This is an optimization exercise on Yosys and OpenROAD, whose aim is small area, a short achievable clock period and few clock cycles, not a production implementation. No run shown here included a check of the RTL's function; only the layout flow was run. Power and IR drop assume default switching activity.

## flow/design.v (module list and top-level ports; edited modules follow where they fit)
// module stokast_dpt: 75 lines
// module stokast_hmul1: 23 lines
// module stokast_hmul2: 23 lines
// module stokast_trik: 27 lines
// module stokast_sine_q: 971 lines
// module stokast_core: 602 lines
// module stokast_wave: 35 lines
// module stokast_unit: 46 lines
module stokast_core (
    input  wire        clk,
    input  wire        rst,
    input  wire        cmd_valid,
    output wire        cmd_ready,
    input  wire        cmd_pass,
    input  wire [63:0] cmd_word,
    input  wire [31:0] cmd_now,
    input  wire [79:0] cmd_fate,
    output reg         resp_valid,
    output reg  [3:0]  resp_emit,
    output reg  [47:0] resp_dac,
    output reg  [4:0]  resp_mode,
    output reg         resp_fault
);
  // ...
==> flow/run.sh <==
#!/bin/bash
# synth_recipe.tcl (not shown) runs the flow's synth.tcl, then flattens the netlist and writes it again
# the make line also repeats each setting of config.mk as NAME=value (left out here)
make -C /OpenROAD-flow-scripts/flow DESIGN_CONFIG=/design/flow/config.mk WORK_HOME=/design/flow/orfs CLKGATE_MAP_FILE= SYNTH_SCRIPT=/design/flow/synth_recipe.tcl finish
==> flow/config.mk <==
export PLATFORM = sky130hd
export DESIGN_NAME = stokast_core
export DESIGN_NICKNAME = stokast_core
export VERILOG_FILES = /design/flow/design.v
export SDC_FILE = /design/flow/constraint.sdc
export NUM_CORES = 4
export LEC_CHECK = 0
export CAP_MARGIN = 20
export CORE_MARGIN = 2
export CORE_UTILIZATION = 40
export SLEW_MARGIN = 20
==> flow/constraint.sdc <==
create_clock -name core_clock -period 20.0 [get_ports {clk}]
set_input_delay 4.0000 -clock core_clock [delete_from_list [all_inputs] [get_ports {clk}]]
set_output_delay 4.0000 -clock core_clock [all_outputs]
set_load 0.01 [all_outputs]
==> flow_summary.toml, run 1 <==
[run_status]
status = "finished clean"

[synthesis]
ys_seq_area_frac = 0.2375
synth-adder-area-share = 0.1750
synthTopCellsByArea = "edfxtp_1, ha_1, fa_1, a21oi_1, nand2_1"
synthesis.nets = 20650
syn_area_mm2 = 0.1501
synth_top_family_by_area = "compound AO/OA/AOI/OAI gates"
synthMuxAreaShare = 0.04255

[final_layout]
inverters = 1201
sh_seq_area = 0.2166
multi_input_cells = 15240
design.seq.count = 1298
buf_share = 0.03073
multi_input_area_share = 0.6508
n_clock_buffer = 214
n_all_buffers = 590

[grt]
met1_usage = 0.4059
grt_max_degree = 96
grt.busiest_layer = "met2"
overflow = 0
grt_usage = 0.2932

[hold_path]
hold_path_class = "flip-flop to flip-flop"
min_path_cells = 2

[power_and_ir_drop]
leakage_uw = 0.06696
finalPower_uw = 11350
power.internal_uw = 6938

[die]
die_y_um = 616.5
io_pins = 240

[timing]
worst_slew_pin_slew_ps = 1309
setup_viol = 0
slew_headroom = 0.1274
slew_viol_final = 0

[clocking]
insertion_delay_ps = 910
ctsResizeCount = 0
cts-root-buf = "clkbuf_16"
clk_pin_slew_ps = 60

[detailed_routing]
drtPass1Iterations = 9

[worst_setup_path]
slowest_delay_ps = 900
==> module stokast_trik, before the edit <==
module stokast_trik (input wire [4:0] w, output reg [29:0] k);
    always @(*) begin
        case (w)
            5'd0: k = 30'd0;
            5'd1: k = 30'd2047;
            5'd2: k = 30'd6141;
            5'd3: k = 30'd14329;
            5'd4: k = 30'd30705;
            5'd5: k = 30'd63457;
            5'd6: k = 30'd128961;
            5'd7: k = 30'd259969;
            5'd8: k = 30'd521985;
            5'd9: k = 30'd1046017;
            5'd10: k = 30'd2094081;
            5'd11: k = 30'd4190209;
            5'd12: k = 30'd8382465;
            5'd13: k = 30'd16766977;
            5'd14: k = 30'd33536001;
            5'd15: k = 30'd67074049;
            5'd16: k = 30'd134150145;
            5'd17: k = 30'd268302337;
            5'd18: k = 30'd536606721;
            5'd19: k = 30'd1073215489;
            default: k = 30'h3FFFFFFF;
        endcase
    end
endmodule
==> module stokast_wave, before the edit <==
module stokast_wave (
    input  wire [3:0]  mode,
    input  wire [31:0] phase,
    output reg  [11:0] value
);
    reg  [31:0] add;
    always @(*) begin
        case (mode)
            4'd4, 4'd7, 4'd10: add = 32'h40000000;
            4'd5, 4'd8, 4'd11: add = 32'h80000000;
            default:           add = 32'h00000000;
        endcase
    end
    wire [31:0] q = phase + add;
    wire [10:0] s_idx = q[30] ? (11'd1024 - {1'b0, q[29:20]}) : {1'b0, q[29:20]};
    wire [10:0] s_q;
    stokast_sine_q u_sine (.idx(s_idx), .q_out(s_q));
    wire [11:0] sine_v = q[31] ? (12'd2048 - {1'b0, s_q}) : (12'd2048 + {1'b0, s_q});
    wire               tri_mid = (q[31:30] == 2'b01) || (q[31:30] == 2'b10);
    wire signed [32:0] tri_d   = tri_mid ? ($signed(33'h080000000) - $signed({1'b0, q}))
                                         : $signed({q[31], q});
    wire signed [47:0] tri_p   = tri_d * $signed(48'd2047) + $signed(48'h20000000);
    wire signed [47:0] tri_s   = tri_p >>> 30;
    wire [11:0]        tri_v   = 12'd2048 + tri_s[11:0];
    always @(*) begin
        case (mode)
            4'd1:                value = q[31:20];
            4'd2:                value = ~q[31:20];
            4'd3, 4'd4, 4'd5:    value = sine_v;
            4'd6, 4'd7, 4'd8:    value = tri_v;
            4'd9, 4'd10, 4'd11:  value = q[31] ? 12'd0 : 12'd4095;
            default:             value = 12'd0;
        endcase
    end
endmodule
==> module stokast_unit, before the edit <==
module stokast_unit (
    input  wire [6:0]  L,
    input  wire [3:0]  md,
    input  wire [31:0] R,
    input  wire [31:0] P,
    input  wire [4:0]  J,
    input  wire [5:0]  g,
    input  wire [31:0] pm,
    input  wire [33:0] pm1,
    input  wire [33:0] pm2,
    input  wire [33:0] pn1,
    output wire [31:0] nR,
    output wire [31:0] nP,
    output wire [5:0]  ng,
    output wire        fin
);
    wire [6:0]  g2 = {g, 1'b1};
    wire        gb = (g2 >= L);
    wire [6:0]  g3 = gb ? (g2 - L) : g2;
    wire [33:0] R2 = {1'b0, R, 1'b0};
    wire [33:0] A0 = R2 + (gb ? {2'b0, pm} : 34'd0);
    wire [33:0] A1 = R2 + (gb ? pm1 : pn1);
    wire [33:0] A2 = R2 + pm2;
    wire        c2 = gb & ~A2[33];
    wire        c1 = ~A1[33];
    wire [31:0] one = 32'd1 << (J - 5'd1);
    assign nR = c2 ? A2[31:0] : c1 ? A1[31:0] : A0[31:0];
    assign nP = c2 ? (P + {one[30:0], 1'b0}) : c1 ? (P + one) : P;
    assign ng = g3[5:0];
    wire [1:0]  addq = (md == 4'd4 || md == 4'd7 || md == 4'd10) ? 2'b01 :
                       (md == 4'd5 || md == 4'd8 || md == 4'd11) ? 2'b10 : 2'b00;
    wire [31:0] q  = {P[31:30] + addq, P[29:0]};
    wire [31:0] mk = (J == 5'd0) ? 32'd0 : ((32'd2 << J) - 32'd1);
    wire        x20 = (&(q[19:0] | mk[19:0])) & (|(q[19:0] & mk[19:0]));
    wire        x30 = (&(q[29:0] | mk[29:0])) & (|(q[29:0] & mk[29:0]));
    wire        x31 = (&(q[30:0] | mk[30:0])) & (|(q[30:0] & mk[30:0]));
    wire        inc = (q[31:30] == 2'b00) || (q[31:30] == 2'b11);
    wire [29:0] z   = (q[29:0] + ~{q[18:0], 11'd0} + {29'd0, ~inc}) ^ 30'h20000000;
    wire [4:0]  w   = (J == 5'd0) ? 5'd0 : (J + 5'd1);
    wire [29:0] kw;
    stokast_trik u_k (.w(w), .k(kw));
    wire ok_saw = (J < 5'd20) & ~x20;
    wire ok_sq  = (J < 5'd31) & ~x31;
    wire ok_tri = (J < 5'd19) & ~x30 & (z >= kw);
    assign fin = (md >= 4'd9) ? ok_sq : (md >= 4'd6) ? ok_tri : ok_saw;
endmodule
==> run 2, diff against run 1 <==
--- a/flow/design.v
+++ b/flow/design.v
@@ -114,40 +114,39 @@
             4'd12: v = 32'h470D7D94;
             4'd13: v = 32'hCCF9480B;
             4'd14: v = 32'h52E51282;
             4'd15: v = 32'hD8D0DCF9;
             default: v = 32'h0;
         endcase
     end
 endmodule
-module stokast_trik (input wire [4:0] w, output reg [29:0] k);
+module stokast_trik (input wire [4:0] w, output reg [18:0] k);
     always @(*) begin
         case (w)
-            5'd0: k = 30'd0;
-            5'd1: k = 30'd2047;
-            5'd2: k = 30'd6141;
-            5'd3: k = 30'd14329;
-            5'd4: k = 30'd30705;
-            5'd5: k = 30'd63457;
-            5'd6: k = 30'd128961;
-            5'd7: k = 30'd259969;
-            5'd8: k = 30'd521985;
-            5'd9: k = 30'd1046017;
-            5'd10: k = 30'd2094081;
-            5'd11: k = 30'd4190209;
-            5'd12: k = 30'd8382465;
-            5'd13: k = 30'd16766977;
-            5'd14: k = 30'd33536001;
-            5'd15: k = 30'd67074049;
-            5'd16: k = 30'd134150145;
-            5'd17: k = 30'd268302337;
-            5'd18: k = 30'd536606721;
-            5'd19: k = 30'd1073215489;
-            default: k = 30'h3FFFFFFF;
+            5'd0: k = 19'd0;
+            5'd1: k = 19'd1;
+            5'd2: k = 19'd3;
+            5'd3: k = 19'd7;
+            5'd4: k = 19'd15;
+            5'd5: k = 19'd31;
+            5'd6: k = 19'd63;
+            5'd7: k = 19'd127;
+            5'd8: k = 19'd255;
+            5'd9: k = 19'd511;
+            5'd10: k = 19'd1023;
+            5'd11: k = 19'd2047;
+            5'd12: k = 19'd4094;
+            5'd13: k = 19'd8188;
+            5'd14: k = 19'd16376;
+            5'd15: k = 19'd32752;
+            5'd16: k = 19'd65504;
+            5'd17: k = 19'd131008;
+            5'd18: k = 19'd262016;
+            default: k = 19'h7FFFF;
         endcase
     end
 endmodule
 module stokast_sine_q (
   input  wire [10:0] idx,
   output wire [10:0] q_out
 );
   assign q_out = (idx[10] ? (idx[9] ? 11'd0 :
@@ -1123,29 +1122,28 @@
     input  wire        cmd_valid,
     output wire        cmd_ready,
     input  wire        cmd_pass,
     input  wire [63:0] cmd_word,
     input  wire [31:0] cmd_now,
     input  wire [79:0] cmd_fate,
     output reg         resp_valid,
     output reg  [3:0]  resp_emit,
-    output reg  [47:0] resp_dac,
-    output reg  [4:0]  resp_mode,
-    output reg         resp_fault
+    output wire [47:0] resp_dac,
+    output wire [4:0]  resp_mode,
+    output wire        resp_fault
 );
     localparam [2:0] K_RUN = 3'd0, K_SEED = 3'd1, K_FATE = 3'd2, K_LENGTH = 3'd3,
                      K_OFFSET = 3'd4, K_LFO = 3'd5, K_STEPS = 3'd6, K_TSYNC = 3'd7;
     localparam [1:0] SYNC_SYNC = 2'd0, SYNC_FREE = 2'd1, SYNC_LOOP = 2'd2;
     localparam [3:0] OP_TICK = 4'd0, OP_RESET = 4'd1, OP_SEED = 4'd2, OP_SEEDCLICK = 4'd3,
                      OP_LENGTH = 4'd4, OP_LENGTHCLICK = 4'd5, OP_OFFSET = 4'd6,
                      OP_OFFSETCLICK = 4'd7, OP_STEPS = 4'd8, OP_STEPSCLICK = 4'd9;
     localparam [31:0] IDLE_TIMEOUT = 32'd5000;
-    localparam [2:0] S_IDLE = 3'd0, S_SETUP = 3'd1, S_PASS = 3'd2, S_TICK = 3'd3,
-                     S_MOD = 3'd4, S_STEPS = 3'd5;
+    localparam [2:0] S_IDLE = 3'd0, S_PASS = 3'd1, S_TICK = 3'd2, S_MOD = 3'd3, S_STEPS = 3'd4;
     localparam [1:0] MK_LFO = 2'd0, MK_OFS = 2'd1, MK_SYNC = 2'd2;
     reg [13:0] seed;
     reg [6:0]  plen;
     reg [6:0]  length   [0:3];
     reg [6:0]  steps    [0:3];
     reg [5:0]  offset   [0:3];
     reg [1:0]  sync     [0:3];
     reg [3:0]  lfo_mode [0:3];
@@ -1161,30 +1159,40 @@
     reg [3:0]  last_ok;
     reg [3:0]  gate_high;
     reg [31:0] rand_idx [0:3];
     reg [5:0]  rand_mod [0:3];    
     reg        regen;
     reg        acted;
     reg        fault;
     reg [3:0]  tph_ok;            
+    reg [31:0] base     [0:3];    
+    reg [3:0]  dirty;
+    assign resp_dac   = {last_out[3], last_out[2], last_out[1], last_out[0]};
+    assign resp_mode  = mode;
+    assign resp_fault = fault;
+    reg        cv;
+    reg        c_pass;
+    reg [63:0] c_word;
+    reg [31:0] c_now;
+    reg [79:0] c_fate;
     reg [2:0]  state;
-    reg [31:0] pnow;        
-    reg [7:0]  gcmd;        
-    reg        chk_idle;    
+    reg        up_v;        
+    wire base_rdy = (dirty == 4'd0) && !up_v;
+    wire consume  = cv && (state == S_IDLE) && (!c_pass || base_rdy);
+    assign cmd_ready = !cv || consume;
     reg [1:0]  otrk;        
     reg [1:0]  mod_kind;
     reg        mod_neg;
     reg [7:0]  step_cnt;
     reg        step_up;
-    assign cmd_ready = (state == S_IDLE);
-    wire [3:0]  w_opc = cmd_word[3:0];
-    wire [1:0]  w_trk = cmd_word[5:4];
-    wire [25:0] w_rsv = cmd_word[31:6];
-    wire [31:0] w_pay = cmd_word[63:32];
+    wire [3:0]  w_opc = c_word[3:0];
+    wire [1:0]  w_trk = c_word[5:4];
+    wire [25:0] w_rsv = c_word[31:6];
+    wire [31:0] w_pay = c_word[63:32];
     wire        w_small = (w_pay[31:7] == 25'd0) || (w_pay[31:7] == {25{1'b1}});
     wire signed [8:0] w_d = {w_pay[7], w_pay[7:0]};
     reg w_ok;
     always @(*) begin
         w_ok = (w_opc <= 4'd9) && (w_rsv == 26'd0);
         if (w_opc <= 4'd5 && w_trk != 2'd0) w_ok = 1'b0;
         if ((w_opc == OP_RESET || w_opc == OP_SEEDCLICK || w_opc == OP_LENGTHCLICK ||
              w_opc == OP_OFFSETCLICK || w_opc == OP_STEPSCLICK) && w_pay != 32'd0)
@@ -1219,42 +1227,59 @@
     integer t;
     always @(*) begin
         for (t = 0; t < 4; t = t + 1) begin
             den[t]     = (sync[t] == SYNC_SYNC && plen < length[t]) ? plen : length[t];
             is_loop[t] = (sync[t] == SYNC_LOOP);
         end
     end
     reg        me_busy;
-    reg [2:0]  me_nib;      
+    reg [3:0]  me_nib;      
     reg [5:0]  me_r;
     reg [6:0]  me_den;
     reg [1:0]  me_src;      
     reg [7:0]  me_val;
     wire [31:0] me_word = (me_src == 2'd0) ? gph : (me_src == 2'd1) ? tick_count : {24'd0, me_val};
-    wire [3:0]  me_bits = me_word[4*me_nib +: 4];
+    wire [1:0]  me_bits = me_word[2*me_nib +: 2];
     reg  [6:0]  me_x;
+    reg  [7:0]  me_d;
     reg  [5:0]  me_rn;
     integer ms;
     always @(*) begin
         me_rn = me_r;
-        for (ms = 3; ms >= 0; ms = ms - 1) begin
+        for (ms = 1; ms >= 0; ms = ms - 1) begin
             me_x = {me_rn, me_bits[ms]};
-            if (me_x >= me_den) me_x = me_x - me_den;
-            me_rn = me_x[5:0];
+            me_d = {1'b0, me_x} - {1'b0, me_den};
+            me_rn = me_d[7] ? me_x[5:0] : me_d[5:0];
         end
     end
-    wire        me_last = (me_nib == 3'd0);
+    wire        me_last = (me_nib == 4'd0);
     wire [5:0]  me_res  = (mod_neg && me_rn != 6'd0) ? (me_den[5:0] - me_rn) : me_rn;
-    function [2:0] top_nib(input [31:0] x);
+    function [6:0] fmod(input signed [15:0] x, input [6:0] den);
+        reg signed [15:0] d, y;
+        begin
+            d = {9'd0, den};
+            if (x < 0) begin
+                y = x + d;
+                fmod = {!y[15], y[5:0]};
+            end else if (x < d) begin
+                fmod = {1'b1, x[5:0]};
+            end else begin
+                y = x - d;
+                fmod = {(y < d), y[5:0]};
+            end
+        end
+    endfunction
+    reg [6:0] fm;
+    function [3:0] top_nib(input [31:0] x);
         integer i;
         begin
-            top_nib = 3'd0;
-            for (i = 1; i < 8; i = i + 1)
-                if (x[4*i +: 4] != 4'd0) top_nib = i[2:0];
+            top_nib = 4'd0;
+            for (i = 1; i < 16; i = i + 1)
+                if (x[2*i +: 2] != 2'd0) top_nib = i[3:0];
         end
     endfunction
     reg [7:0] so_n, so_l;
     always @(*) begin
         so_n = {1'b0, steps[otrk]};
         so_l = {1'b0, length[otrk]};
         if (step_up) begin
             so_n = so_n + 8'd1;
@@ -1270,167 +1295,233 @@
                 so_n = so_n - 8'd1;
             end
         end
         if (so_l < 8'd2)  so_l = 8'd2;
         if (so_l > 8'd64) so_l = 8'd64;
         if (so_n > 8'd64) so_n = 8'd64;
         if (so_n > so_l)  so_n = so_l;
     end
+    wire [1:0]  upick = dirty[0] ? 2'd0 : dirty[1] ? 2'd1 : dirty[2] ? 2'd2 : 2'd3;
+    wire [31:0] up_dpt_w;
+    stokast_dpt u_dpt (.len(length[upick]), .dpt(up_dpt_w));
+    reg  [1:0]  up_t;
+    reg  [5:0]  up_k;
+    reg  [31:0] up_dpt;
+    wire [31:0] up_prod = up_dpt * up_k;
+    reg  [3:0]  dset;      
+    wire [31:0] s_e   = c_now - last_tick_time;
+    wire [33:0] s_e1  = {2'b0, c_now} - {2'b0, last_tick_time} - {2'b0, predicted};
+    wire [33:0] s_e2  = {2'b0, c_now} - {2'b0, last_tick_time} - {1'b0, predicted, 1'b0};
+    wire        s_zero = (predicted == 32'd0) || (s_e == 32'd0);
+    wire        s_full = !s_zero && !s_e1[33];
+    wire        s_idle = (c_now - last_action) >= IDLE_TIMEOUT;
     reg [31:0] pm;         
     reg [33:0] pm1;        
     reg [33:0] pm2;        
-    reg [33:0] pn1;        
-    reg        p_zero;     
-    reg        p_full;     
-    wire [31:0] s_e   = pnow - last_tick_time;
-    wire [33:0] s_e1  = {2'b0, s_e} - {2'b0, predicted};
-    wire [33:0] s_e2  = {2'b0, s_e} - {1'b0, predicted, 1'b0};
-    reg [3:0]  ipend;      
-    reg        i_v;
-    reg [1:0]  i_t;
-    reg [6:0]  i_k;
-    reg [31:0] i_dpt;
-    wire [1:0] ipick = ipend[0] ? 2'd0 : ipend[1] ? 2'd1 : ipend[2] ? 2'd2 : 2'd3;
-    wire [31:0] pick_dpt;
-    stokast_dpt u_dpt (.len(length[ipick]), .dpt(pick_dpt));
-    wire [31:0] i_base = i_dpt * i_k;
     reg [31:0] u_R [0:3];
     reg [31:0] u_P [0:3];
     reg [4:0]  u_J [0:3];    
     reg [5:0]  u_g [0:3];    
     reg [3:0]  u_busy;
     wire [31:0] un_R [0:3];
     wire [31:0] un_P [0:3];
     wire [5:0]  un_g [0:3];
     wire [3:0]  u_fin;        
+    wire [3:0]  u_fns;        
+    reg  [3:0]  tri_ok;       
+    reg  [3:0]  is_tri;
+    always @(*)
+        for (t = 0; t < 4; t = t + 1)
+            is_tri[t] = (lfo_mode[t] >= 4'd6) && (lfo_mode[t] <= 4'd8);
+    assign u_fin = (is_tri & tri_ok) | (~is_tri & u_fns);
+    wire [3:0] tel = u_busy & is_tri & ~tri_ok & {u_J[3] < 5'd19, u_J[2] < 5'd19, u_J[1] < 5'd19, u_J[0] < 5'd19};
+    reg  [1:0] tptr;
+    wire [1:0] tp1 = tptr + 2'd1, tp2 = tptr + 2'd2, tp3 = tptr + 2'd3;
+    wire [1:0] tsel = tel[tp1] ? tp1 : tel[tp2] ? tp2 : tel[tp3] ? tp3 : tptr;
+    wire       tchk;
+    stokast_tchk u_tchk (.md(lfo_mode[tsel]), .P(u_P[tsel]), .J(u_J[tsel]), .ok(tchk));
     genvar gi;
     generate
         for (gi = 0; gi < 4; gi = gi + 1) begin : g_unit
             stokast_unit u_unit (
                 .L(length[gi]), .md(lfo_mode[gi]), .R(u_R[gi]), .P(u_P[gi]), .J(u_J[gi]), .g(u_g[gi]),
-                .pm(pm), .pm1(pm1), .pm2(pm2), .pn1(pn1),
-                .nR(un_R[gi]), .nP(un_P[gi]), .ng(un_g[gi]), .fin(u_fin[gi]));
+                .pm(pm), .pm1(pm1), .pm2(pm2), .pd(predicted),
+                .nR(un_R[gi]), .nP(un_P[gi]), .ng(un_g[gi]), .fin(u_fns[gi]));
         end
     endgenerate
     wire [3:0] rdy = u_busy & u_fin;
     wire [1:0] wpick = rdy[0] ? 2'd0 : rdy[1] ? 2'd1 : rdy[2] ? 2'd2 : 2'd3;
     reg        w_v;
     reg [1:0]  w_t;
-    reg [31:0] w_P;
+    reg        w2_v;
+    reg [1:0]  w2_t;
+    reg [11:0] w2_val;
     wire [11:0] wave_val;
-    stokast_wave u_wave (.mode(lfo_mode[w_t]), .phase(w_P), .value(wave_val));
+    stokast_wave u_wave (.mode(lfo_mode[w_t]), .phase(u_P[w_t]), .value(wave_val));
     reg [3:0]  gpend;
     reg        h_busy;
-    reg        h_ph2;
+    reg [1:0]  h_ph;        
     reg [2:0]  h_cnt;
     reg [1:0]  h_t;
     reg [31:0] h_acc;
     reg [31:0] h_x;
     wire [1:0]  hpick = gpend[0] ? 2'd0 : gpend[1] ? 2'd1 : gpend[2] ? 2'd2 : 2'd3;
     wire [31:0] h_m1, h_m2;
     stokast_hmul1 u_hm1 (.d(h_x[31:28]), .v(h_m1));
-    wire [31:0] h_sum1 = {h_acc[27:0], 4'd0} + h_m1;
-    wire [31:0] h_x2   = h_sum1 ^ {15'd0, h_sum1[31:15]};
-    wire [3:0]  h_d2   = (h_ph2) ? h_x[31:28] : h_x2[31:28];
-    stokast_hmul2 u_hm2 (.d(h_d2), .v(h_m2));
-    wire [31:0] h_sum2 = (h_ph2 ? {h_acc[27:0], 4'd0} : 32'd0) + h_m2;
+    stokast_hmul2 u_hm2 (.d(h_x[31:28]), .v(h_m2));
+    wire [31:0] h_sum  = {h_acc[27:0], 4'd0} + (h_ph[1] ? h_m2 : h_m1);
     wire [6:0]  h_n    = (steps[h_t] != 7'd0) ? steps[h_t] : length[h_t];
     reg signed [15:0] sv;    
     reg [15:0]        sabs;
     reg [3:0]         tslow;
     reg [5:0]         tinc;
     wire tick_slow = |(~tph_ok & ~({4{reset_armed}} & ~is_loop));
+    wire [1:0] tpick = tslow[0] ? 2'd0 : tslow[1] ? 2'd1 : tslow[2] ? 2'd2 : 2'd3;
     always @(posedge clk) begin
         if (rst) begin
             seed           <= 14'd0;
             plen           <= 7'd16;
             for (t = 0; t < 4; t = t + 1) begin
                 length[t]   <= 7'd16;
                 steps[t]    <= 7'd0;
                 offset[t]   <= 6'd0;
                 sync[t]     <= SYNC_SYNC;
                 lfo_mode[t] <= 4'd0;
                 tph[t]      <= 6'd0;
                 last_out[t] <= 12'd0;
                 rand_idx[t] <= 32'd0;
                 rand_mod[t] <= 6'd0;
+                base[t]     <= 32'd0;
             end
             mode           <= 5'd0;
             tick_count     <= 32'd0;
             gph            <= 32'd0;
             reset_armed    <= 1'b1;
             predicted      <= 32'd0;
             last_tick_time <= 32'd0;
             last_action    <= 32'd0;
             last_ok        <= 4'd0;
             gate_high      <= 4'd0;
             regen          <= 1'b0;
             acted          <= 1'b0;
             fault          <= 1'b0;
             tph_ok         <= 4'hF;
+            dirty          <= 4'd0;
+            up_v           <= 1'b0;
+            cv             <= 1'b0;
             state          <= S_IDLE;
             otrk           <= 2'd0;
             mod_kind       <= MK_LFO;
             mod_neg        <= 1'b0;
             step_cnt       <= 8'd0;
             step_up        <= 1'b0;
             me_busy        <= 1'b0;
             tslow          <= 4'd0;
-            ipend          <= 4'd0;
-            i_v            <= 1'b0;
             u_busy         <= 4'd0;
             w_v            <= 1'b0;
+            w2_v           <= 1'b0;
+            tri_ok         <= 4'd0;
+            tptr           <= 2'd0;
             gpend          <= 4'd0;
             h_busy         <= 1'b0;
             resp_valid     <= 1'b0;
             resp_emit      <= 4'd0;
-            resp_dac       <= 48'd0;
-            resp_mode      <= 5'd0;
-            resp_fault     <= 1'b0;
         end else begin
             resp_valid <= 1'b0;
+            dset = 4'd0;
+            if (cmd_ready) begin
+                cv <= cmd_valid;
+                if (cmd_valid) begin
+                    c_pass <= cmd_pass;
+                    c_word <= cmd_word;
+                    c_now  <= cmd_now;
+                    c_fate <= cmd_fate;
+                end
+            end
+            for (t = 0; t < 4; t = t + 1) begin
+                if (u_J[t] != 5'd0) begin
+                    u_R[t] <= un_R[t];
+                    u_P[t] <= un_P[t];
+                    u_g[t] <= un_g[t];
+                    u_J[t] <= u_J[t] - 5'd1;
+                end
+            end
             if (me_busy) begin
                 me_r   <= me_rn;
-                me_nib <= me_nib - 3'd1;
+                me_nib <= me_nib - 4'd1;
                 if (me_last) me_busy <= 1'b0;
             end
             case (state)
-            S_IDLE: if (cmd_valid) begin
-                if (cmd_pass) begin
-                    pnow      <= cmd_now;
-                    gcmd      <= cmd_word[7:0];
+            S_IDLE: if (consume) begin
+                if (c_pass) begin
                     resp_emit <= 4'd0;
                     if (fault) begin
                         resp_valid <= 1'b1;
-                        resp_fault <= 1'b1;
-                        resp_mode  <= mode;
+                    end else if (c_word[1:0] == 2'd3 || c_word[3:2] == 2'd3 ||
+                                 c_word[5:4] == 2'd3 || c_word[7:6] == 2'd3) begin
+                        fault      <= 1'b1;
+                        resp_valid <= 1'b1;
                     end else begin
                         if (regen) begin
                             for (t = 0; t < 4; t = t + 1) begin
                                 rand_idx[t] <= 32'd0;
                                 rand_mod[t] <= 6'd0;
                             end
                             regen <= 1'b0;
                         end
-                        chk_idle <= !acted;
                         if (acted) begin
-                            last_action <= cmd_now;
+                            last_action <= c_now;
                             acted <= 1'b0;
+                        end else if (mode != 5'd0 && s_idle) begin
+                            mode <= 5'd0;
+                        end
+                        pm  <= s_full ? predicted : s_e;
+                        pm1 <= s_full ? 34'd0 : s_e1;
+                        pm2 <= s_full ? -{2'b0, predicted} : s_e2;
+                        tri_ok <= 4'd0;
+                        for (t = 0; t < 4; t = t + 1) begin
+                            u_busy[t] <= (lfo_mode[t] != 4'd0);
+                            u_P[t]    <= base[t];
+                            u_R[t]    <= s_full ? 32'd0 : s_e;
+                            if (s_zero) begin
+                                u_J[t] <= 5'd0;
+                            end else begin
+                                case (length[t][6:2])
+                                    5'd0:       begin u_J[t] <= s_full ? 5'd31 : 5'd30;
+                                                      u_g[t] <= s_full ? 6'd1  : (6'd3  - {4'd0, length[t][1:0]}); end
+                                    5'd1:       begin u_J[t] <= s_full ? 5'd30 : 5'd29;
+                                                      u_g[t] <= s_full ? 6'd3  : (6'd7  - {3'd0, length[t][2:0]}); end
+                                    5'd2, 5'd3: begin u_J[t] <= s_full ? 5'd29 : 5'd28;
+                                                      u_g[t] <= s_full ? 6'd7  : (6'd15 - {2'd0, length[t][3:0]}); end
+                                    5'd4, 5'd5, 5'd6, 5'd7:
+                                                begin u_J[t] <= s_full ? 5'd28 : 5'd27;
+                                                      u_g[t] <= s_full ? 6'd15 : (6'd31 - {1'd0, length[t][4:0]}); end
+                                    5'd16:      begin u_J[t] <= s_full ? 5'd26 : 5'd25;
+                                                      u_g[t] <= s_full ? 6'd63 : 6'd63; end
+                                    default:    begin u_J[t] <= s_full ? 5'd27 : 5'd26;
+                                                      u_g[t] <= s_full ? 6'd31 : (6'd63 - length[t][5:0]); end
+                                endcase
+                            end
                         end
-                        state <= S_SETUP;
+                        for (t = 0; t < 4; t = t + 1) begin
+                            gpend[t] <= (c_word[2*t +: 2] == 2'd1) && !gate_high[t] && (lfo_mode[t] == 4'd0);
+                            if (c_word[2*t +: 2] == 2'd1) gate_high[t] <= 1'b1;
+                            if (c_word[2*t +: 2] == 2'd2) gate_high[t] <= 1'b0;
+                        end
+                        state <= S_PASS;
                     end
                 end else if (!fault) begin
                     if (!w_ok) begin
                         fault <= 1'b1;
                     end else begin
                         otrk <= w_trk;
                         case (w_opc)
                         OP_TICK: begin
-                            last_tick_time <= cmd_now;
+                            last_tick_time <= c_now;
                             predicted      <= w_pay;
                             tick_count     <= tick_count + 32'd1;
                             if (reset_armed) begin
                                 gph <= 32'd0;
                                 reset_armed <= 1'b0;
                             end else begin
                                 gph <= gph + 32'd1;
                             end
@@ -1442,30 +1533,32 @@
                                     tslow[t]  <= 1'b0;
                                 end else if (tph_ok[t]) begin
                                     tph[t]    <= ({1'b0, tinc} == den[t]) ? 6'd0 : tinc;
                                     tslow[t]  <= 1'b0;
                                 end else begin
                                     tslow[t]  <= 1'b1;
                                 end
                             end
+                            dset  = 4'hF;
                             state <= tick_slow ? S_TICK : S_IDLE;
                         end
                         OP_RESET: reset_armed <= 1'b1;
                         OP_SEED: begin
                             if (mode_kind == K_FATE) begin
                                 for (t = 0; t < 4; t = t + 1) begin
-                                    length[t] <= fate_len(cmd_fate[16*t +: 4]);
-                                    steps[t]  <= ({1'b0, cmd_fate[16*t+4 +: 6]} > fate_len(cmd_fate[16*t +: 4])) ?
-                                                 fate_len(cmd_fate[16*t +: 4]) : {1'b0, cmd_fate[16*t+4 +: 6]};
-                                    offset[t] <= ({1'b0, cmd_fate[16*t+10 +: 6]} >= fate_len(cmd_fate[16*t +: 4])) ?
-                                                 (fate_len(cmd_fate[16*t +: 4]) - 7'd1) : cmd_fate[16*t+10 +: 6];
+                                    length[t] <= fate_len(c_fate[16*t +: 4]);
+                                    steps[t]  <= ({1'b0, c_fate[16*t+4 +: 6]} > fate_len(c_fate[16*t +: 4])) ?
+                                                 fate_len(c_fate[16*t +: 4]) : {1'b0, c_fate[16*t+4 +: 6]};
+                                    offset[t] <= ({1'b0, c_fate[16*t+10 +: 6]} >= fate_len(c_fate[16*t +: 4])) ?
+                                                 (fate_len(c_fate[16*t +: 4]) - 7'd1) : c_fate[16*t+10 +: 6];
                                 end
+                                dset        = 4'hF;
                                 tph_ok      <= 4'd0;
-                                seed        <= (cmd_fate[79:64] > 16'd9999) ? 14'd9999 : cmd_fate[77:64];
+                                seed        <= (c_fate[79:64] > 16'd9999) ? 14'd9999 : c_fate[77:64];
                                 regen       <= 1'b1;
                                 reset_armed <= 1'b1;
                                 acted       <= 1'b1;
                             end else begin
                                 sv = $signed({2'b0, seed}) + w_d;
                                 if (sv >= 0 && sv <= 9999) begin
                                     seed  <= sv[13:0];
                                     regen <= 1'b1;
@@ -1496,45 +1589,56 @@
                                 me_den   <= 7'd12;
                             end else begin
                                 sv = $signed({10'b0, offset[w_trk]}) + w_d;
                                 mod_kind <= MK_OFS;
                                 mode     <= {K_OFFSET, w_trk};
                                 me_den   <= length[w_trk];
                             end
                             sabs = sv[15] ? -sv : sv;
+                            fm   = fmod(sv, (mode == {K_LFO, w_trk}) ? 7'd12 : length[w_trk]);
                             mod_neg <= sv[15];
                             me_val  <= sabs[7:0];
                             me_src  <= 2'd2;
                             me_r    <= 6'd0;
-                            me_nib  <= 3'd1;
-                            me_busy <= 1'b1;
+                            me_nib  <= 4'd3;
                             regen   <= 1'b1;
                             acted   <= 1'b1;
-                            state   <= S_MOD;
+                            if (fm[6]) begin
+                                if (mode == {K_LFO, w_trk}) lfo_mode[w_trk] <= fm[3:0];
+                                else                        offset[w_trk]   <= fm[5:0];
+                            end else begin
+                                me_busy <= 1'b1;
+                                state   <= S_MOD;
+                            end
                         end
                         OP_OFFSETCLICK: begin
                             mode  <= (mode == {K_LFO, w_trk}) ? {K_OFFSET, w_trk} : {K_LFO, w_trk};
                             acted <= 1'b1;
                         end
                         OP_STEPS: begin
                             acted <= 1'b1;
                             tph_ok[w_trk] <= 1'b0;
                             if (mode == {K_TSYNC, w_trk}) begin
                                 sv = $signed({14'b0, sync[w_trk]}) + w_d;
                                 sabs = sv[15] ? -sv : sv;
+                                fm   = fmod(sv, 7'd3);
                                 mod_kind <= MK_SYNC;
                                 mod_neg  <= sv[15];
                                 me_den   <= 7'd3;
                                 me_val   <= sabs[7:0];
                                 me_src   <= 2'd2;
                                 me_r     <= 6'd0;
-                                me_nib   <= 3'd1;
-                                me_busy  <= 1'b1;
-                                state    <= S_MOD;
+                                me_nib   <= 4'd3;
+                                if (fm[6]) begin
+                                    sync[w_trk] <= fm[1:0];
+                                end else begin
+                                    me_busy  <= 1'b1;
+                                    state    <= S_MOD;
+                                end
                             end else begin
                                 regen    <= 1'b1;
                                 mode     <= {K_STEPS, w_trk};
                                 step_up  <= !w_d[8];
                                 step_cnt <= w_d[8] ? -w_d[7:0] : w_d[7:0];
                                 state    <= S_STEPS;
                             end
                         end
@@ -1547,28 +1651,29 @@
                     end
                 end
             end
             S_TICK: begin
                 if (!me_busy) begin
                     if (tslow == 4'd0) begin
                         state <= S_IDLE;
                     end else begin
-                        otrk    <= tslow[0] ? 2'd0 : tslow[1] ? 2'd1 : tslow[2] ? 2'd2 : 2'd3;
-                        me_den  <= den[tslow[0] ? 0 : tslow[1] ? 1 : tslow[2] ? 2 : 3];
-                        me_src  <= is_loop[tslow[0] ? 0 : tslow[1] ? 1 : tslow[2] ? 2 : 3] ? 2'd1 : 2'd0;
-                        me_nib  <= top_nib(is_loop[tslow[0] ? 0 : tslow[1] ? 1 : tslow[2] ? 2 : 3] ? tick_count : gph);
+                        otrk    <= tpick;
+                        me_den  <= den[tpick];
+                        me_src  <= is_loop[tpick] ? 2'd1 : 2'd0;
+                        me_nib  <= top_nib(is_loop[tpick] ? tick_count : gph);
                         me_r    <= 6'd0;
                         me_busy <= 1'b1;
                         mod_neg <= 1'b0;
-                        tslow[tslow[0] ? 0 : tslow[1] ? 1 : tslow[2] ? 2 : 3] <= 1'b0;
+                        tslow[tpick] <= 1'b0;
                     end
                 end else if (me_last) begin
                     tph[otrk]    <= me_rn;
                     tph_ok[otrk] <= 1'b1;
+                    dset[otrk]   = 1'b1;
                 end
             end
             S_MOD: begin
                 if (me_last) begin
                     case (mod_kind)
                         MK_LFO:  lfo_mode[otrk] <= me_res[3:0];
                         MK_SYNC: sync[otrk]     <= me_res[1:0];
                         default: offset[otrk]   <= me_res[5:0];
@@ -1576,227 +1681,243 @@
                     state <= S_IDLE;
                 end
             end
             S_STEPS: begin
                 if (step_cnt != 8'd0) begin
                     steps[otrk]  <= so_n[6:0];
                     length[otrk] <= so_l[6:0];
                     step_cnt     <= step_cnt - 8'd1;
+                    dset[otrk]   = 1'b1;
+                end else if ({1'b0, offset[otrk]} < length[otrk]) begin
+                    state    <= S_IDLE;
+                end else if ({1'b0, offset[otrk]} - length[otrk] < length[otrk]) begin
+                    offset[otrk] <= offset[otrk] - length[otrk][5:0];
+                    state    <= S_IDLE;
                 end else begin
                     mod_kind <= MK_OFS;
                     mod_neg  <= 1'b0;
                     me_den   <= length[otrk];
                     me_val   <= {2'd0, offset[otrk]};
                     me_src   <= 2'd2;
                     me_r     <= 6'd0;
-                    me_nib   <= 3'd1;
+                    me_nib   <= 4'd3;
                     me_busy  <= 1'b1;
                     state    <= S_MOD;
                 end
             end
-            S_SETUP: begin
-                if (chk_idle && mode != 5'd0 && (pnow - last_action) >= IDLE_TIMEOUT)
-                    mode <= 5'd0;
-                pm     <= s_e;
-                pm1    <= s_e1;
-                pm2    <= s_e2;
-                pn1    <= -{2'b0, predicted};
-                p_zero <= (predicted == 32'd0) || (s_e == 32'd0);
-                p_full <= (predicted != 32'd0) && !s_e1[33];
-                for (t = 0; t < 4; t = t + 1) begin
-                    ipend[t] <= (lfo_mode[t] != 4'd0);
-                    gpend[t] <= (gcmd[2*t +: 2] == 2'd1) && !gate_high[t] && (lfo_mode[t] == 4'd0);
-                    if (gcmd[2*t +: 2] == 2'd1) gate_high[t] <= 1'b1;
-                    if (gcmd[2*t +: 2] == 2'd2) gate_high[t] <= 1'b0;
-                end
-                if (gcmd[1:0] == 2'd3 || gcmd[3:2] == 2'd3 || gcmd[5:4] == 2'd3 || gcmd[7:6] == 2'd3) begin
-                    fault      <= 1'b1;
-                    resp_valid <= 1'b1;
-                    resp_fault <= 1'b1;
-                    resp_mode  <= mode;
-                    ipend      <= 4'd0;
-                    gpend      <= 4'd0;
-                    state      <= S_IDLE;
-                end else begin
-                    state <= S_PASS;
-                end
-            end
             S_PASS: begin
-                i_v <= 1'b0;
-                if (ipend != 4'd0) begin
-                    i_v   <= 1'b1;
-                    i_t   <= ipick;
-                    i_k   <= {1'b0, tph[ipick]} + {6'd0, p_full};
-                    i_dpt <= pick_dpt;
-                    ipend[ipick] <= 1'b0;
-                end
-                for (t = 0; t < 4; t = t + 1) begin
-                    if (u_busy[t] && !u_fin[t]) begin
-                        u_R[t] <= un_R[t];
-                        u_P[t] <= un_P[t];
-                        u_g[t] <= un_g[t];
-                        u_J[t] <= u_J[t] - 5'd1;
-                    end
-                end
-                if (i_v) begin
-                    u_busy[i_t] <= 1'b1;
-                    u_P[i_t]    <= i_base;
-                    u_R[i_t]    <= pm;
-                    if (p_zero || p_full) begin
-                        u_J[i_t] <= 5'd0;
-                    end else begin
-                        case (length[i_t][6:2])
-                            5'd0:           begin u_J[i_t] <= 5'd30; u_g[i_t] <= 6'd3  - {4'd0, length[i_t][1:0]}; end
-                            5'd1:           begin u_J[i_t] <= 5'd29; u_g[i_t] <= 6'd7  - {3'd0, length[i_t][2:0]}; end
-                            5'd2, 5'd3:     begin u_J[i_t] <= 5'd28; u_g[i_t] <= 6'd15 - {2'd0, length[i_t][3:0]}; end
-                            5'd4, 5'd5, 5'd6, 5'd7:
-                                            begin u_J[i_t] <= 5'd27; u_g[i_t] <= 6'd31 - {1'd0, length[i_t][4:0]}; end
-                            5'd16:          begin u_J[i_t] <= 5'd25; u_g[i_t] <= 6'd63; end
-                            default:        begin u_J[i_t] <= 5'd26; u_g[i_t] <= 6'd63 - length[i_t][5:0]; end
-                        endcase
-                    end
+                if (tel != 4'd0) begin
+                    tptr <= tsel;
+                    if (tchk) tri_ok[tsel] <= 1'b1;
                 end
                 w_v <= 1'b0;
                 if (rdy != 4'd0) begin
                     w_v <= 1'b1;
                     w_t <= wpick;
-                    w_P <= u_P[wpick];
                     u_busy[wpick] <= 1'b0;
                 end
-                if (w_v) begin
-                    if (!last_ok[w_t] || last_out[w_t] != wave_val) begin
-                        resp_emit[w_t]         <= 1'b1;
-                        resp_dac[12*w_t +: 12] <= wave_val;
-                        last_out[w_t]          <= wave_val;
-                        last_ok[w_t]           <= 1'b1;
+                w2_v <= w_v;
+                w2_t <= w_t;
+                w2_val <= wave_val;
+                if (w2_v) begin
+                    if (!last_ok[w2_t] || last_out[w2_t] != w2_val) begin
+                        resp_emit[w2_t]         <= 1'b1;
+                        last_out[w2_t]          <= w2_val;
+                        last_ok[w2_t]           <= 1'b1;
                     end
                 end
                 if (!h_busy) begin
                     if (gpend != 4'd0) begin
                         h_busy <= 1'b1;
-                        h_ph2  <= 1'b0;
+                        h_ph   <= 2'd0;
                         h_cnt  <= 3'd5;
                         h_t    <= hpick;
                         h_acc  <= 32'd0;
                         h_x    <= {2'd0, seed, hpick, rand_mod[hpick], 8'd0};
                         gpend[hpick] <= 1'b0;
                     end
-                end else if (!h_ph2) begin
+                end else if (h_ph == 2'd0) begin
                     h_x   <= {h_x[27:0], 4'd0};
-                    h_acc <= h_sum1;
-                    if (h_cnt == 3'd0) begin
-                        h_ph2 <= 1'b1;
-                        h_cnt <= 3'd6;
-                        h_acc <= h_sum2;
-                        h_x   <= {h_x2[27:0], 4'd0};
-                    end else begin
-                        h_cnt <= h_cnt - 3'd1;
-                    end
+                    h_acc <= h_sum;
+                    h_cnt <= h_cnt - 3'd1;
+                    if (h_cnt == 3'd0) h_ph <= 2'd1;
+                end else if (h_ph == 2'd1) begin
+                    h_x   <= h_acc ^ {15'd0, h_acc[31:15]};
+                    h_acc <= 32'd0;
+                    h_cnt <= 3'd7;
+                    h_ph  <= 2'd2;
                 end else begin
                     h_x   <= {h_x[27:0], 4'd0};
-                    h_acc <= h_sum2;
+                    h_acc <= h_sum;
                     h_cnt <= h_cnt - 3'd1;
                     if (h_cnt == 3'd0) begin
                         h_busy                 <= 1'b0;
                         resp_emit[h_t]         <= 1'b1;
-                        resp_dac[12*h_t +: 12] <= h_sum2[31:20];
-                        last_out[h_t]          <= h_sum2[31:20];
+                        last_out[h_t]          <= h_sum[31:20];
                         last_ok[h_t]           <= 1'b1;
                         rand_idx[h_t]          <= rand_idx[h_t] + 32'd1;
                         rand_mod[h_t]          <= (rand_idx[h_t] == 32'hFFFFFFFF ||
                                                    {1'b0, rand_mod[h_t]} + 7'd1 == h_n) ? 6'd0 : rand_mod[h_t] + 6'd1;
                     end
                 end
-                if (ipend == 4'd0 && !i_v && u_busy == 4'd0 && gpend == 4'd0 &&
-                    (!h_busy || (h_ph2 && h_cnt == 3'd0))) begin
+                if (u_busy == 4'd0 && !w_v && gpend == 4'd0 && (!h_busy || (h_ph == 2'd2 && h_cnt == 3'd0))) begin
                     resp_valid <= 1'b1;
-                    resp_fault <= 1'b0;
-                    resp_mode  <= mode;
                     state      <= S_IDLE;
                 end
             end
             default: state <= S_IDLE;
             endcase
+            up_v <= 1'b0;
+            if (dirty != 4'd0) begin
+                up_v   <= 1'b1;
+                up_t   <= upick;
+                up_k   <= tph[upick];
+                up_dpt <= up_dpt_w;
+            end
+            if (up_v) base[up_t] <= up_prod;
+            dirty <= (dirty & ~((dirty != 4'd0) ? (4'd1 << upick) : 4'd0)) | dset;
         end
     end
 endmodule
-module stokast_wave (
-    input  wire [3:0]  mode,
-    input  wire [31:0] phase,
-    output reg  [11:0] value
-);
-    reg  [31:0] add;
-    always @(*) begin
-        case (mode)
-            4'd4, 4'd7, 4'd10: add = 32'h40000000;
-            4'd5, 4'd8, 4'd11: add = 32'h80000000;
-            default:           add = 32'h00000000;
-        endcase
-    end
-    wire [31:0] q = phase + add;
-    wire [10:0] s_idx = q[30] ? (11'd1024 - {1'b0, q[29:20]}) : {1'b0, q[29:20]};
-    wire [10:0] s_q;
-    stokast_sine_q u_sine (.idx(s_idx), .q_out(s_q));
-    wire [11:0] sine_v = q[31] ? (12'd2048 - {1'b0, s_q}) : (12'd2048 + {1'b0, s_q});
-    wire               tri_mid = (q[31:30] == 2'b01) || (q[31:30] == 2'b10);
-    wire signed [32:0] tri_d   = tri_mid ? ($signed(33'h080000000) - $signed({1'b0, q}))
-                                         : $signed({q[31], q});
-    wire signed [47:0] tri_p   = tri_d * $signed(48'd2047) + $signed(48'h20000000);
-    wire signed [47:0] tri_s   = tri_p >>> 30;
-    wire [11:0]        tri_v   = 12'd2048 + tri_s[11:0];
-    always @(*) begin
-        case (mode)
-            4'd1:                value = q[31:20];
-            4'd2:                value = ~q[31:20];
-            4'd3, 4'd4, 4'd5:    value = sine_v;
-            4'd6, 4'd7, 4'd8:    value = tri_v;
-            4'd9, 4'd10, 4'd11:  value = q[31] ? 12'd0 : 12'd4095;
-            default:             value = 12'd0;
-        endcase
-    end
-endmodule
 module stokast_unit (
     input  wire [6:0]  L,
     input  wire [3:0]  md,
     input  wire [31:0] R,
     input  wire [31:0] P,
     input  wire [4:0]  J,
     input  wire [5:0]  g,
     input  wire [31:0] pm,
     input  wire [33:0] pm1,
     input  wire [33:0] pm2,
-    input  wire [33:0] pn1,
+    input  wire [31:0] pd,
     output wire [31:0] nR,
     output wire [31:0] nP,
     output wire [5:0]  ng,
     output wire        fin
 );
     wire [6:0]  g2 = {g, 1'b1};
     wire        gb = (g2 >= L);
     wire [6:0]  g3 = gb ? (g2 - L) : g2;
+    assign ng = g3[5:0];
     wire [33:0] R2 = {1'b0, R, 1'b0};
-    wire [33:0] A0 = R2 + (gb ? {2'b0, pm} : 34'd0);
-    wire [33:0] A1 = R2 + (gb ? pm1 : pn1);
-    wire [33:0] A2 = R2 + pm2;
+    wire [33:0] A0, A1, A2;
+    wire        co0, co1, co2;
+    stokast_add #(34) u_a0 (.a(R2), .b(gb ? {2'b0, pm} : 34'd0), .ci(1'b0), .s(A0), .co(co0));
+    stokast_add #(34) u_a1 (.a(R2), .b(gb ? pm1 : {2'b11, ~pd}), .ci(~gb), .s(A1), .co(co1));
+    stokast_add #(34) u_a2 (.a(R2), .b(pm2), .ci(1'b0), .s(A2), .co(co2));
     wire        c2 = gb & ~A2[33];
     wire        c1 = ~A1[33];
-    wire [31:0] one = 32'd1 << (J - 5'd1);
     assign nR = c2 ? A2[31:0] : c1 ? A1[31:0] : A0[31:0];
-    assign nP = c2 ? (P + {one[30:0], 1'b0}) : c1 ? (P + one) : P;
-    assign ng = g3[5:0];
+    reg  [31:0] tge, oh, mk;
+    integer i;
+    always @(*) begin
+        for (i = 0; i < 32; i = i + 1) begin
+            tge[i] = (J <= i);
+            oh[i]  = (J == i + 1);
+            mk[i]  = (J != 5'd0) && (J >= i);
+        end
+    end
+    wire        pk = |(P & oh);
+    reg  [31:0] cy;        
+    reg  [31:0] pa;
+    integer l;
+    always @(*) begin
+        pa = P | ~tge;
+        cy = {pa[30:0], 1'b1};
+        for (l = 1; l < 32; l = l * 2)
+            cy = cy & ((cy << l) | ((32'd1 << l) - 32'd1));
+    end
+    wire [31:0] flip = (oh & {32{c1 & ~c2}}) | (tge & cy & {32{c2 | (c1 & pk)}});
+    assign nP = P ^ flip;
     wire [1:0]  addq = (md == 4'd4 || md == 4'd7 || md == 4'd10) ? 2'b01 :
                        (md == 4'd5 || md == 4'd8 || md == 4'd11) ? 2'b10 : 2'b00;
     wire [31:0] q  = {P[31:30] + addq, P[29:0]};
-    wire [31:0] mk = (J == 5'd0) ? 32'd0 : ((32'd2 << J) - 32'd1);
     wire        x20 = (&(q[19:0] | mk[19:0])) & (|(q[19:0] & mk[19:0]));
-    wire        x30 = (&(q[29:0] | mk[29:0])) & (|(q[29:0] & mk[29:0]));
     wire        x31 = (&(q[30:0] | mk[30:0])) & (|(q[30:0] & mk[30:0]));
+    wire ok_saw = (J < 5'd20) & ~x20;
+    wire ok_sq  = (J < 5'd31) & ~x31;
+    assign fin = (md >= 4'd9) ? ok_sq : ok_saw;
+endmodule
+module stokast_tchk (
+    input  wire [3:0]  md,
+    input  wire [31:0] P,
+    input  wire [4:0]  J,
+    output wire        ok
+);
+    reg  [29:0] mk;
+    integer i;
+    always @(*)
+        for (i = 0; i < 30; i = i + 1)
+            mk[i] = (J != 5'd0) && (J >= i);
+    wire [1:0]  addq = (md == 4'd7) ? 2'b01 : (md == 4'd8) ? 2'b10 : 2'b00;
+    wire [31:0] q   = {P[31:30] + addq, P[29:0]};
+    wire        x30 = (&(q[29:0] | mk)) & (|(q[29:0] & mk));
     wire        inc = (q[31:30] == 2'b00) || (q[31:30] == 2'b11);
-    wire [29:0] z   = (q[29:0] + ~{q[18:0], 11'd0} + {29'd0, ~inc}) ^ 30'h20000000;
+    wire [18:0] zh  = (q[29:11] + ~q[18:0] + {18'd0, (|q[10:0]) | ~inc}) ^ 19'h40000;
     wire [4:0]  w   = (J == 5'd0) ? 5'd0 : (J + 5'd1);
-    wire [29:0] kw;
+    wire [18:0] kw;
     stokast_trik u_k (.w(w), .k(kw));
-    wire ok_saw = (J < 5'd20) & ~x20;
-    wire ok_sq  = (J < 5'd31) & ~x31;
-    wire ok_tri = (J < 5'd19) & ~x30 & (z >= kw);
-    assign fin = (md >= 4'd9) ? ok_sq : (md >= 4'd6) ? ok_tri : ok_saw;
+    assign ok = (J < 5'd19) & ~x30 & (zh >= kw);
+endmodule
+module stokast_add #(parameter W = 34) (
+    input  wire [W-1:0] a,
+    input  wire [W-1:0] b,
+    input  wire         ci,
+    output wire [W-1:0] s,
+    output wire         co
+);
+    localparam LG = (W <= 2) ? 1 : (W <= 4) ? 2 : (W <= 8) ? 3 : (W <= 16) ? 4 : (W <= 32) ? 5 : 6;
+    wire [W-1:0] g0 = a & b;
+    wire [W-1:0] p0 = a ^ b;
+    reg  [W-1:0] G, P;
+    integer l, i;
+    always @(*) begin
+        G = g0;
+        P = p0;
+        G[0] = g0[0] | (p0[0] & ci);
+        for (l = 0; l < LG; l = l + 1)
+            for (i = (2 << l) - 1; i < W; i = i + (2 << l)) begin
+                G[i] = G[i] | (P[i] & G[i - (1 << l)]);
+                P[i] = P[i] & P[i - (1 << l)];
+            end
+        for (l = LG - 2; l >= 0; l = l - 1)
+            for (i = (3 << l) - 1; i < W; i = i + (2 << l)) begin
+                G[i] = G[i] | (P[i] & G[i - (1 << l)]);
+                P[i] = P[i] & P[i - (1 << l)];
+            end
+    end
+    assign s  = p0 ^ {G[W-2:0], ci};
+    assign co = G[W-1];
+endmodule
+module stokast_wave (
+    input  wire [3:0]  mode,
+    input  wire [31:0] phase,
+    output reg  [11:0] value
+);
+    reg  [1:0] add;
+    always @(*) begin
+        case (mode)
+            4'd4, 4'd7, 4'd10: add = 2'b01;
+            4'd5, 4'd8, 4'd11: add = 2'b10;
+            default:           add = 2'b00;
+        endcase
+    end
+    wire [31:0] q = {phase[31:30] + add, phase[29:0]};
+    wire [10:0] s_idx = q[30] ? (11'd1024 - {1'b0, q[29:20]}) : {1'b0, q[29:20]};
+    wire [10:0] s_q;
+    stokast_sine_q u_sine (.idx(s_idx), .q_out(s_q));
+    wire [11:0] sine_v = q[31] ? (12'd2048 - {1'b0, s_q}) : (12'd2048 + {1'b0, s_q});
+    wire        tri_mid = (q[31:30] == 2'b01) || (q[31:30] == 2'b10);
+    wire [31:0] tri_d   = tri_mid ? (32'h80000000 - q) : q;
+    wire [32:0] tri_w   = {2'b0, tri_d[18:0], 11'd0} + {~tri_d[31], ~tri_d} + 33'h020000001;
+    wire [11:0] tri_v   = 12'd2048 + tri_d[30:19] + {{9{tri_w[32]}}, tri_w[32:30]};
+    always @(*) begin
+        case (mode)
+            4'd1:                value = q[31:20];
+            4'd2:                value = ~q[31:20];
+            4'd3, 4'd4, 4'd5:    value = sine_v;
+            4'd6, 4'd7, 4'd8:    value = tri_v;
+            4'd9, 4'd10, 4'd11:  value = q[31] ? 12'd0 : 12'd4095;
+            default:             value = 12'd0;
+        endcase
+    end
 endmodule
==> flow/flow/run.sh (new file) <==
#!/bin/bash
# The standard layout (standard.sh), with ORFS's timing repair asked to leave
# 12 ns of setup slack at the design's own clock period and constraints.
set -euo pipefail
bash standard.sh SETUP_SLACK_MARGIN=12 finish > standard_flow.log 2>&1
==> flow/standard.sh (new file) <==
#!/bin/bash
# synth_recipe.tcl (not shown) runs the flow's synth.tcl, then flattens the netlist and writes it again
# the make line also repeats each setting of config.mk as NAME=value (left out here)
make -C /OpenROAD-flow-scripts/flow DESIGN_CONFIG=/design/flow/config.mk WORK_HOME=/design/flow/orfs CLKGATE_MAP_FILE= SYNTH_SCRIPT=/design/flow/synth_recipe.tcl "${@:-finish}"
removed: flow/run.sh
==> flow_summary.toml, run 2 <==
[power_and_ir_drop]
leakage_uw = 0.05928
worst_ir_drop_vdd_mv = 0.1199
power.density_mw_per_mm2 = 118.6

[synthesis]
synth-edff-count = 1185
ys_ff_latch = 1524
synthMostInstantiatedCell = "nand2_1"
syn_inst = 16070
synth_top_flop_cell = "edfxtp_1"
ys_warn_count = 18
synth_top_area_share = 0.2597
synthTopCellsByArea = "edfxtp_1, ha_1, nand2_1, a21oi_1, dfxtp_1"
synth_commonest_cells = "nand2_1, nor2_1, a21oi_1"
async_reset_ff_frac = 0
yosysTopAreaCell = "edfxtp_1"
syn_area_mm2 = 0.1370
ys_seq_area_frac = 0.3092
ys_types = 129
synth.avg_cell_area_um2 = 8.525
synthesis.nets = 17530

[clocking]
cts_tree = "built"
h-tree-depth = 4
clk_pin_slew_ps = 60
ctsHoldBuffers = 0
clock-sinks = 1524
cts-root-buf = "clkbuf_16"
numCtsBuffers = 188
insertion_delay_ps = 930
clockBufferDepth = 4

[grt]
overflow = 0
met1_usage = 0.4251
grt_pass1_wl_um = 801800
gr-usage-met3 = 0.06410
grt.busiest_layer = "met2"
grt_max_degree = 158
antenna_found_initial = 26
use_met2 = 0.4466
grt_usage = 0.3024
grt_pass1_vias = 119900

[timing]
fmax_mhz = 119.4
slew_viol_final = 0
worst_slew_pin_slew_ps = 1237
period_needed_ps = 8378
setup_viol = 0
fin_skew_ps = 94.48
fin_setup_tns_ps = 0
min_period_over_period = 0.4189
whs_ps = 450.4
hold_violations = 0
slew_headroom = 0.1746
rsz0062_at_grt = "true"

[detailed_routing]
drcViolationCount = 0
ant_nets = 0
drtPass1Iterations = 7
wl_per_cell_um = 26.52
first_iter_violations = 17270
num_vias = 129300
drt-total-wl_um = 549000
vias_per_cell = 6.244

[final_layout]
multiInputGateArea_mm2 = 0.08903
syn_to_final_growth_pct = 12.02
layout_commonest_cell = "nand2_1"
final_core_util = 0.4511
regArea_mm2 = 0.04238
n_fill_cell = 33190
drive_gt1_frac = 0.09438
layout_common_cells = "nand2_1, nor2_1, a21oi_1"
fin_nets = 17450

[die]
io_pins = 240
die_area_mm2 = 0.3473
coreArea_mm2 = 0.3403
fp-row-count = 214
initial_utilization = 0.4027
chipWidth_um = 589.3
die_y_um = 589.3

[worst_setup_path]
crit_arrival_ps = 8980
critical_path_class = "flip-flop to flip-flop"
crit_path_frequent_cell = "buf_4"
crit_fanout = 8
worst_path_dominant_cell_family = "compound AO/OA/AOI/OAI gates"
worst_path_max_delay_cell = "mux4_2"
slowest_delay_ps = 580
end_kind = "flip-flop"
startpoint_type = "flip-flop"
worstPathRequired_ps = 20600
crit_buf_inv = 15

[flow_run]
cap_violations = 0

[place]
routabilityCongestion = 1.012
dp_hpwl_um = 394100
port_buffers = 239

[run_status]
status = "finished clean"

[hold_path]
hold_path_class = "flip-flop to flip-flop"
-- run 2: cell count changes in the layout (fill, tap and decap cells not counted), sizes merged, moves of 114 or more --
| cell | before | now |
|---|---|---|
| a21oi | 1508 | 1376 |
| buf | 353 | 528 |
| edfxtp | 965 | 1185 |
| ha | 1481 | 959 |
| inv | 1191 | 825 |
| nand2 | 1995 | 1881 |
| nand3 | 480 | 363 |
| nor2 | 1960 | 1471 |
| nor3 | 523 | 321 |
| xnor2 | 779 | 473 |
-- run 2: worst min-delay path, delay by kind of cell (launching register included) --
| family | cells | cell delay [ps] |
|---|---|---|
| AOI/OAI and AO/OA | 1 | 50 |
| DFF | 1 | 300 |
| and+or+nand+nor | 1 | 50 |
-- run 2: path summary, 6_finish.rpt --
kind                      start  cells past startpoint                 end  slack [ps]
min reg2reg  last_tick_time[25]                      2  last_tick_time[25]         450
min          last_tick_time[25]                      2  last_tick_time[25]         450
max reg2reg              w_t[1]                     49          w2_val[10]       11620
max                      w_t[1]                     49          w2_val[10]       11620
-- run 2: what timing repair did --
item                       4_1_cts  5_1_grt
setup endpoints to repair      318      376
pin swaps                       85       56
gates cloned                    11        8
resized for setup              174      133
setup buffers                  127       53
-- run 2: stage by stage --
stage	cells	setup WS, ps	area, um^2	total power, uW
5_1_grt	20690	11360	153500	19310
4_1_cts	20620	11770	152300	17710
6_report	20700	11620	153500	18200
3_5_place_dp	20140	10080	144100	13760
2_1_floorplan	16070	12000	137200	11120
3_3_place_gp	20140	10060	144000	13700
-- run 2: per-layer routing --
layer	vias up	wire [um]	part of all wire
met4	14	26600	0.048
li1	58500	-	-
met5	-	98	0.00018
met3	1245	59590	0.11
met1	62360	232400	0.42
met2	7137	230400	0.42
-- run 2: final cells by class --
cell class	count	share of cell area
repair buffers	777	0.04560
clock inverters	99	0.007018
diodes	19	0.0003097
clock buffers	238	0.03357
multi-input cells	12680	0.5800
flip-flops and latches	1524	0.2761
inverters	832	0.02048
well taps	4536	0.03697
-- run 2: logic make-up after synthesis --
| kind of cell | count (synthesis) | synth area share |
|---|---|---|
| muxes | 477 | 0.04954 |
| DFF | 1524 | 0.3092 |
| xor gates and xnor gates | 832 | 0.05340 |
| adders and majority gates | 1277 | 0.1338 |
| AOI/OAI and AO/OA | 4791 | 0.2226 |
| buffers and inverters | 1881 | 0.05438 |
| and+or+nand+nor | 5290 | 0.1771 |
| other | 2 | 0.00005480 |
-- run 2: power by group --
part / switching (uW) / total (uW) / leakage [uW] / internal, uW
Combinational: 6180 / 10200 / 0.0419 / 4030
Clock: 1500 / 3570 / 0.00302 / 2070
Sequential: 514 / 4430 / 0.0143 / 3910
Total: 8190 / 18200 / 0.0593 / 10000

==> port drivers added, routing unchanged <==
The results above use ideal ports. As a check the final layouts listed here were re-extracted and re-timed, cells and wires unchanged. Step 1 assumes that a clkbuf_16 drives the clock port and a buf_2 every other input. Step 2, shift: input delay + t, output delay - t, t = (earliest + latest rising clock arrival at the registers) / 2. This alone moves slack from input paths to output paths. Slacks: ideal / step 1 / step 2; pairs: ideal / step 1.
run | t (ns) | setup slack, ns | slew at the worst register clock pin (ns) | pins driven straight from the clock port
run 1 | 0.968 | 6.384 / 6.384 / 6.384 | 0.07 / 0.07 | 1
run 2 | 0.983 | 11.622 / 11.622 / 11.622 | 0.08 / 0.08 | 1
After both steps setup and hold are still met in every run listed.
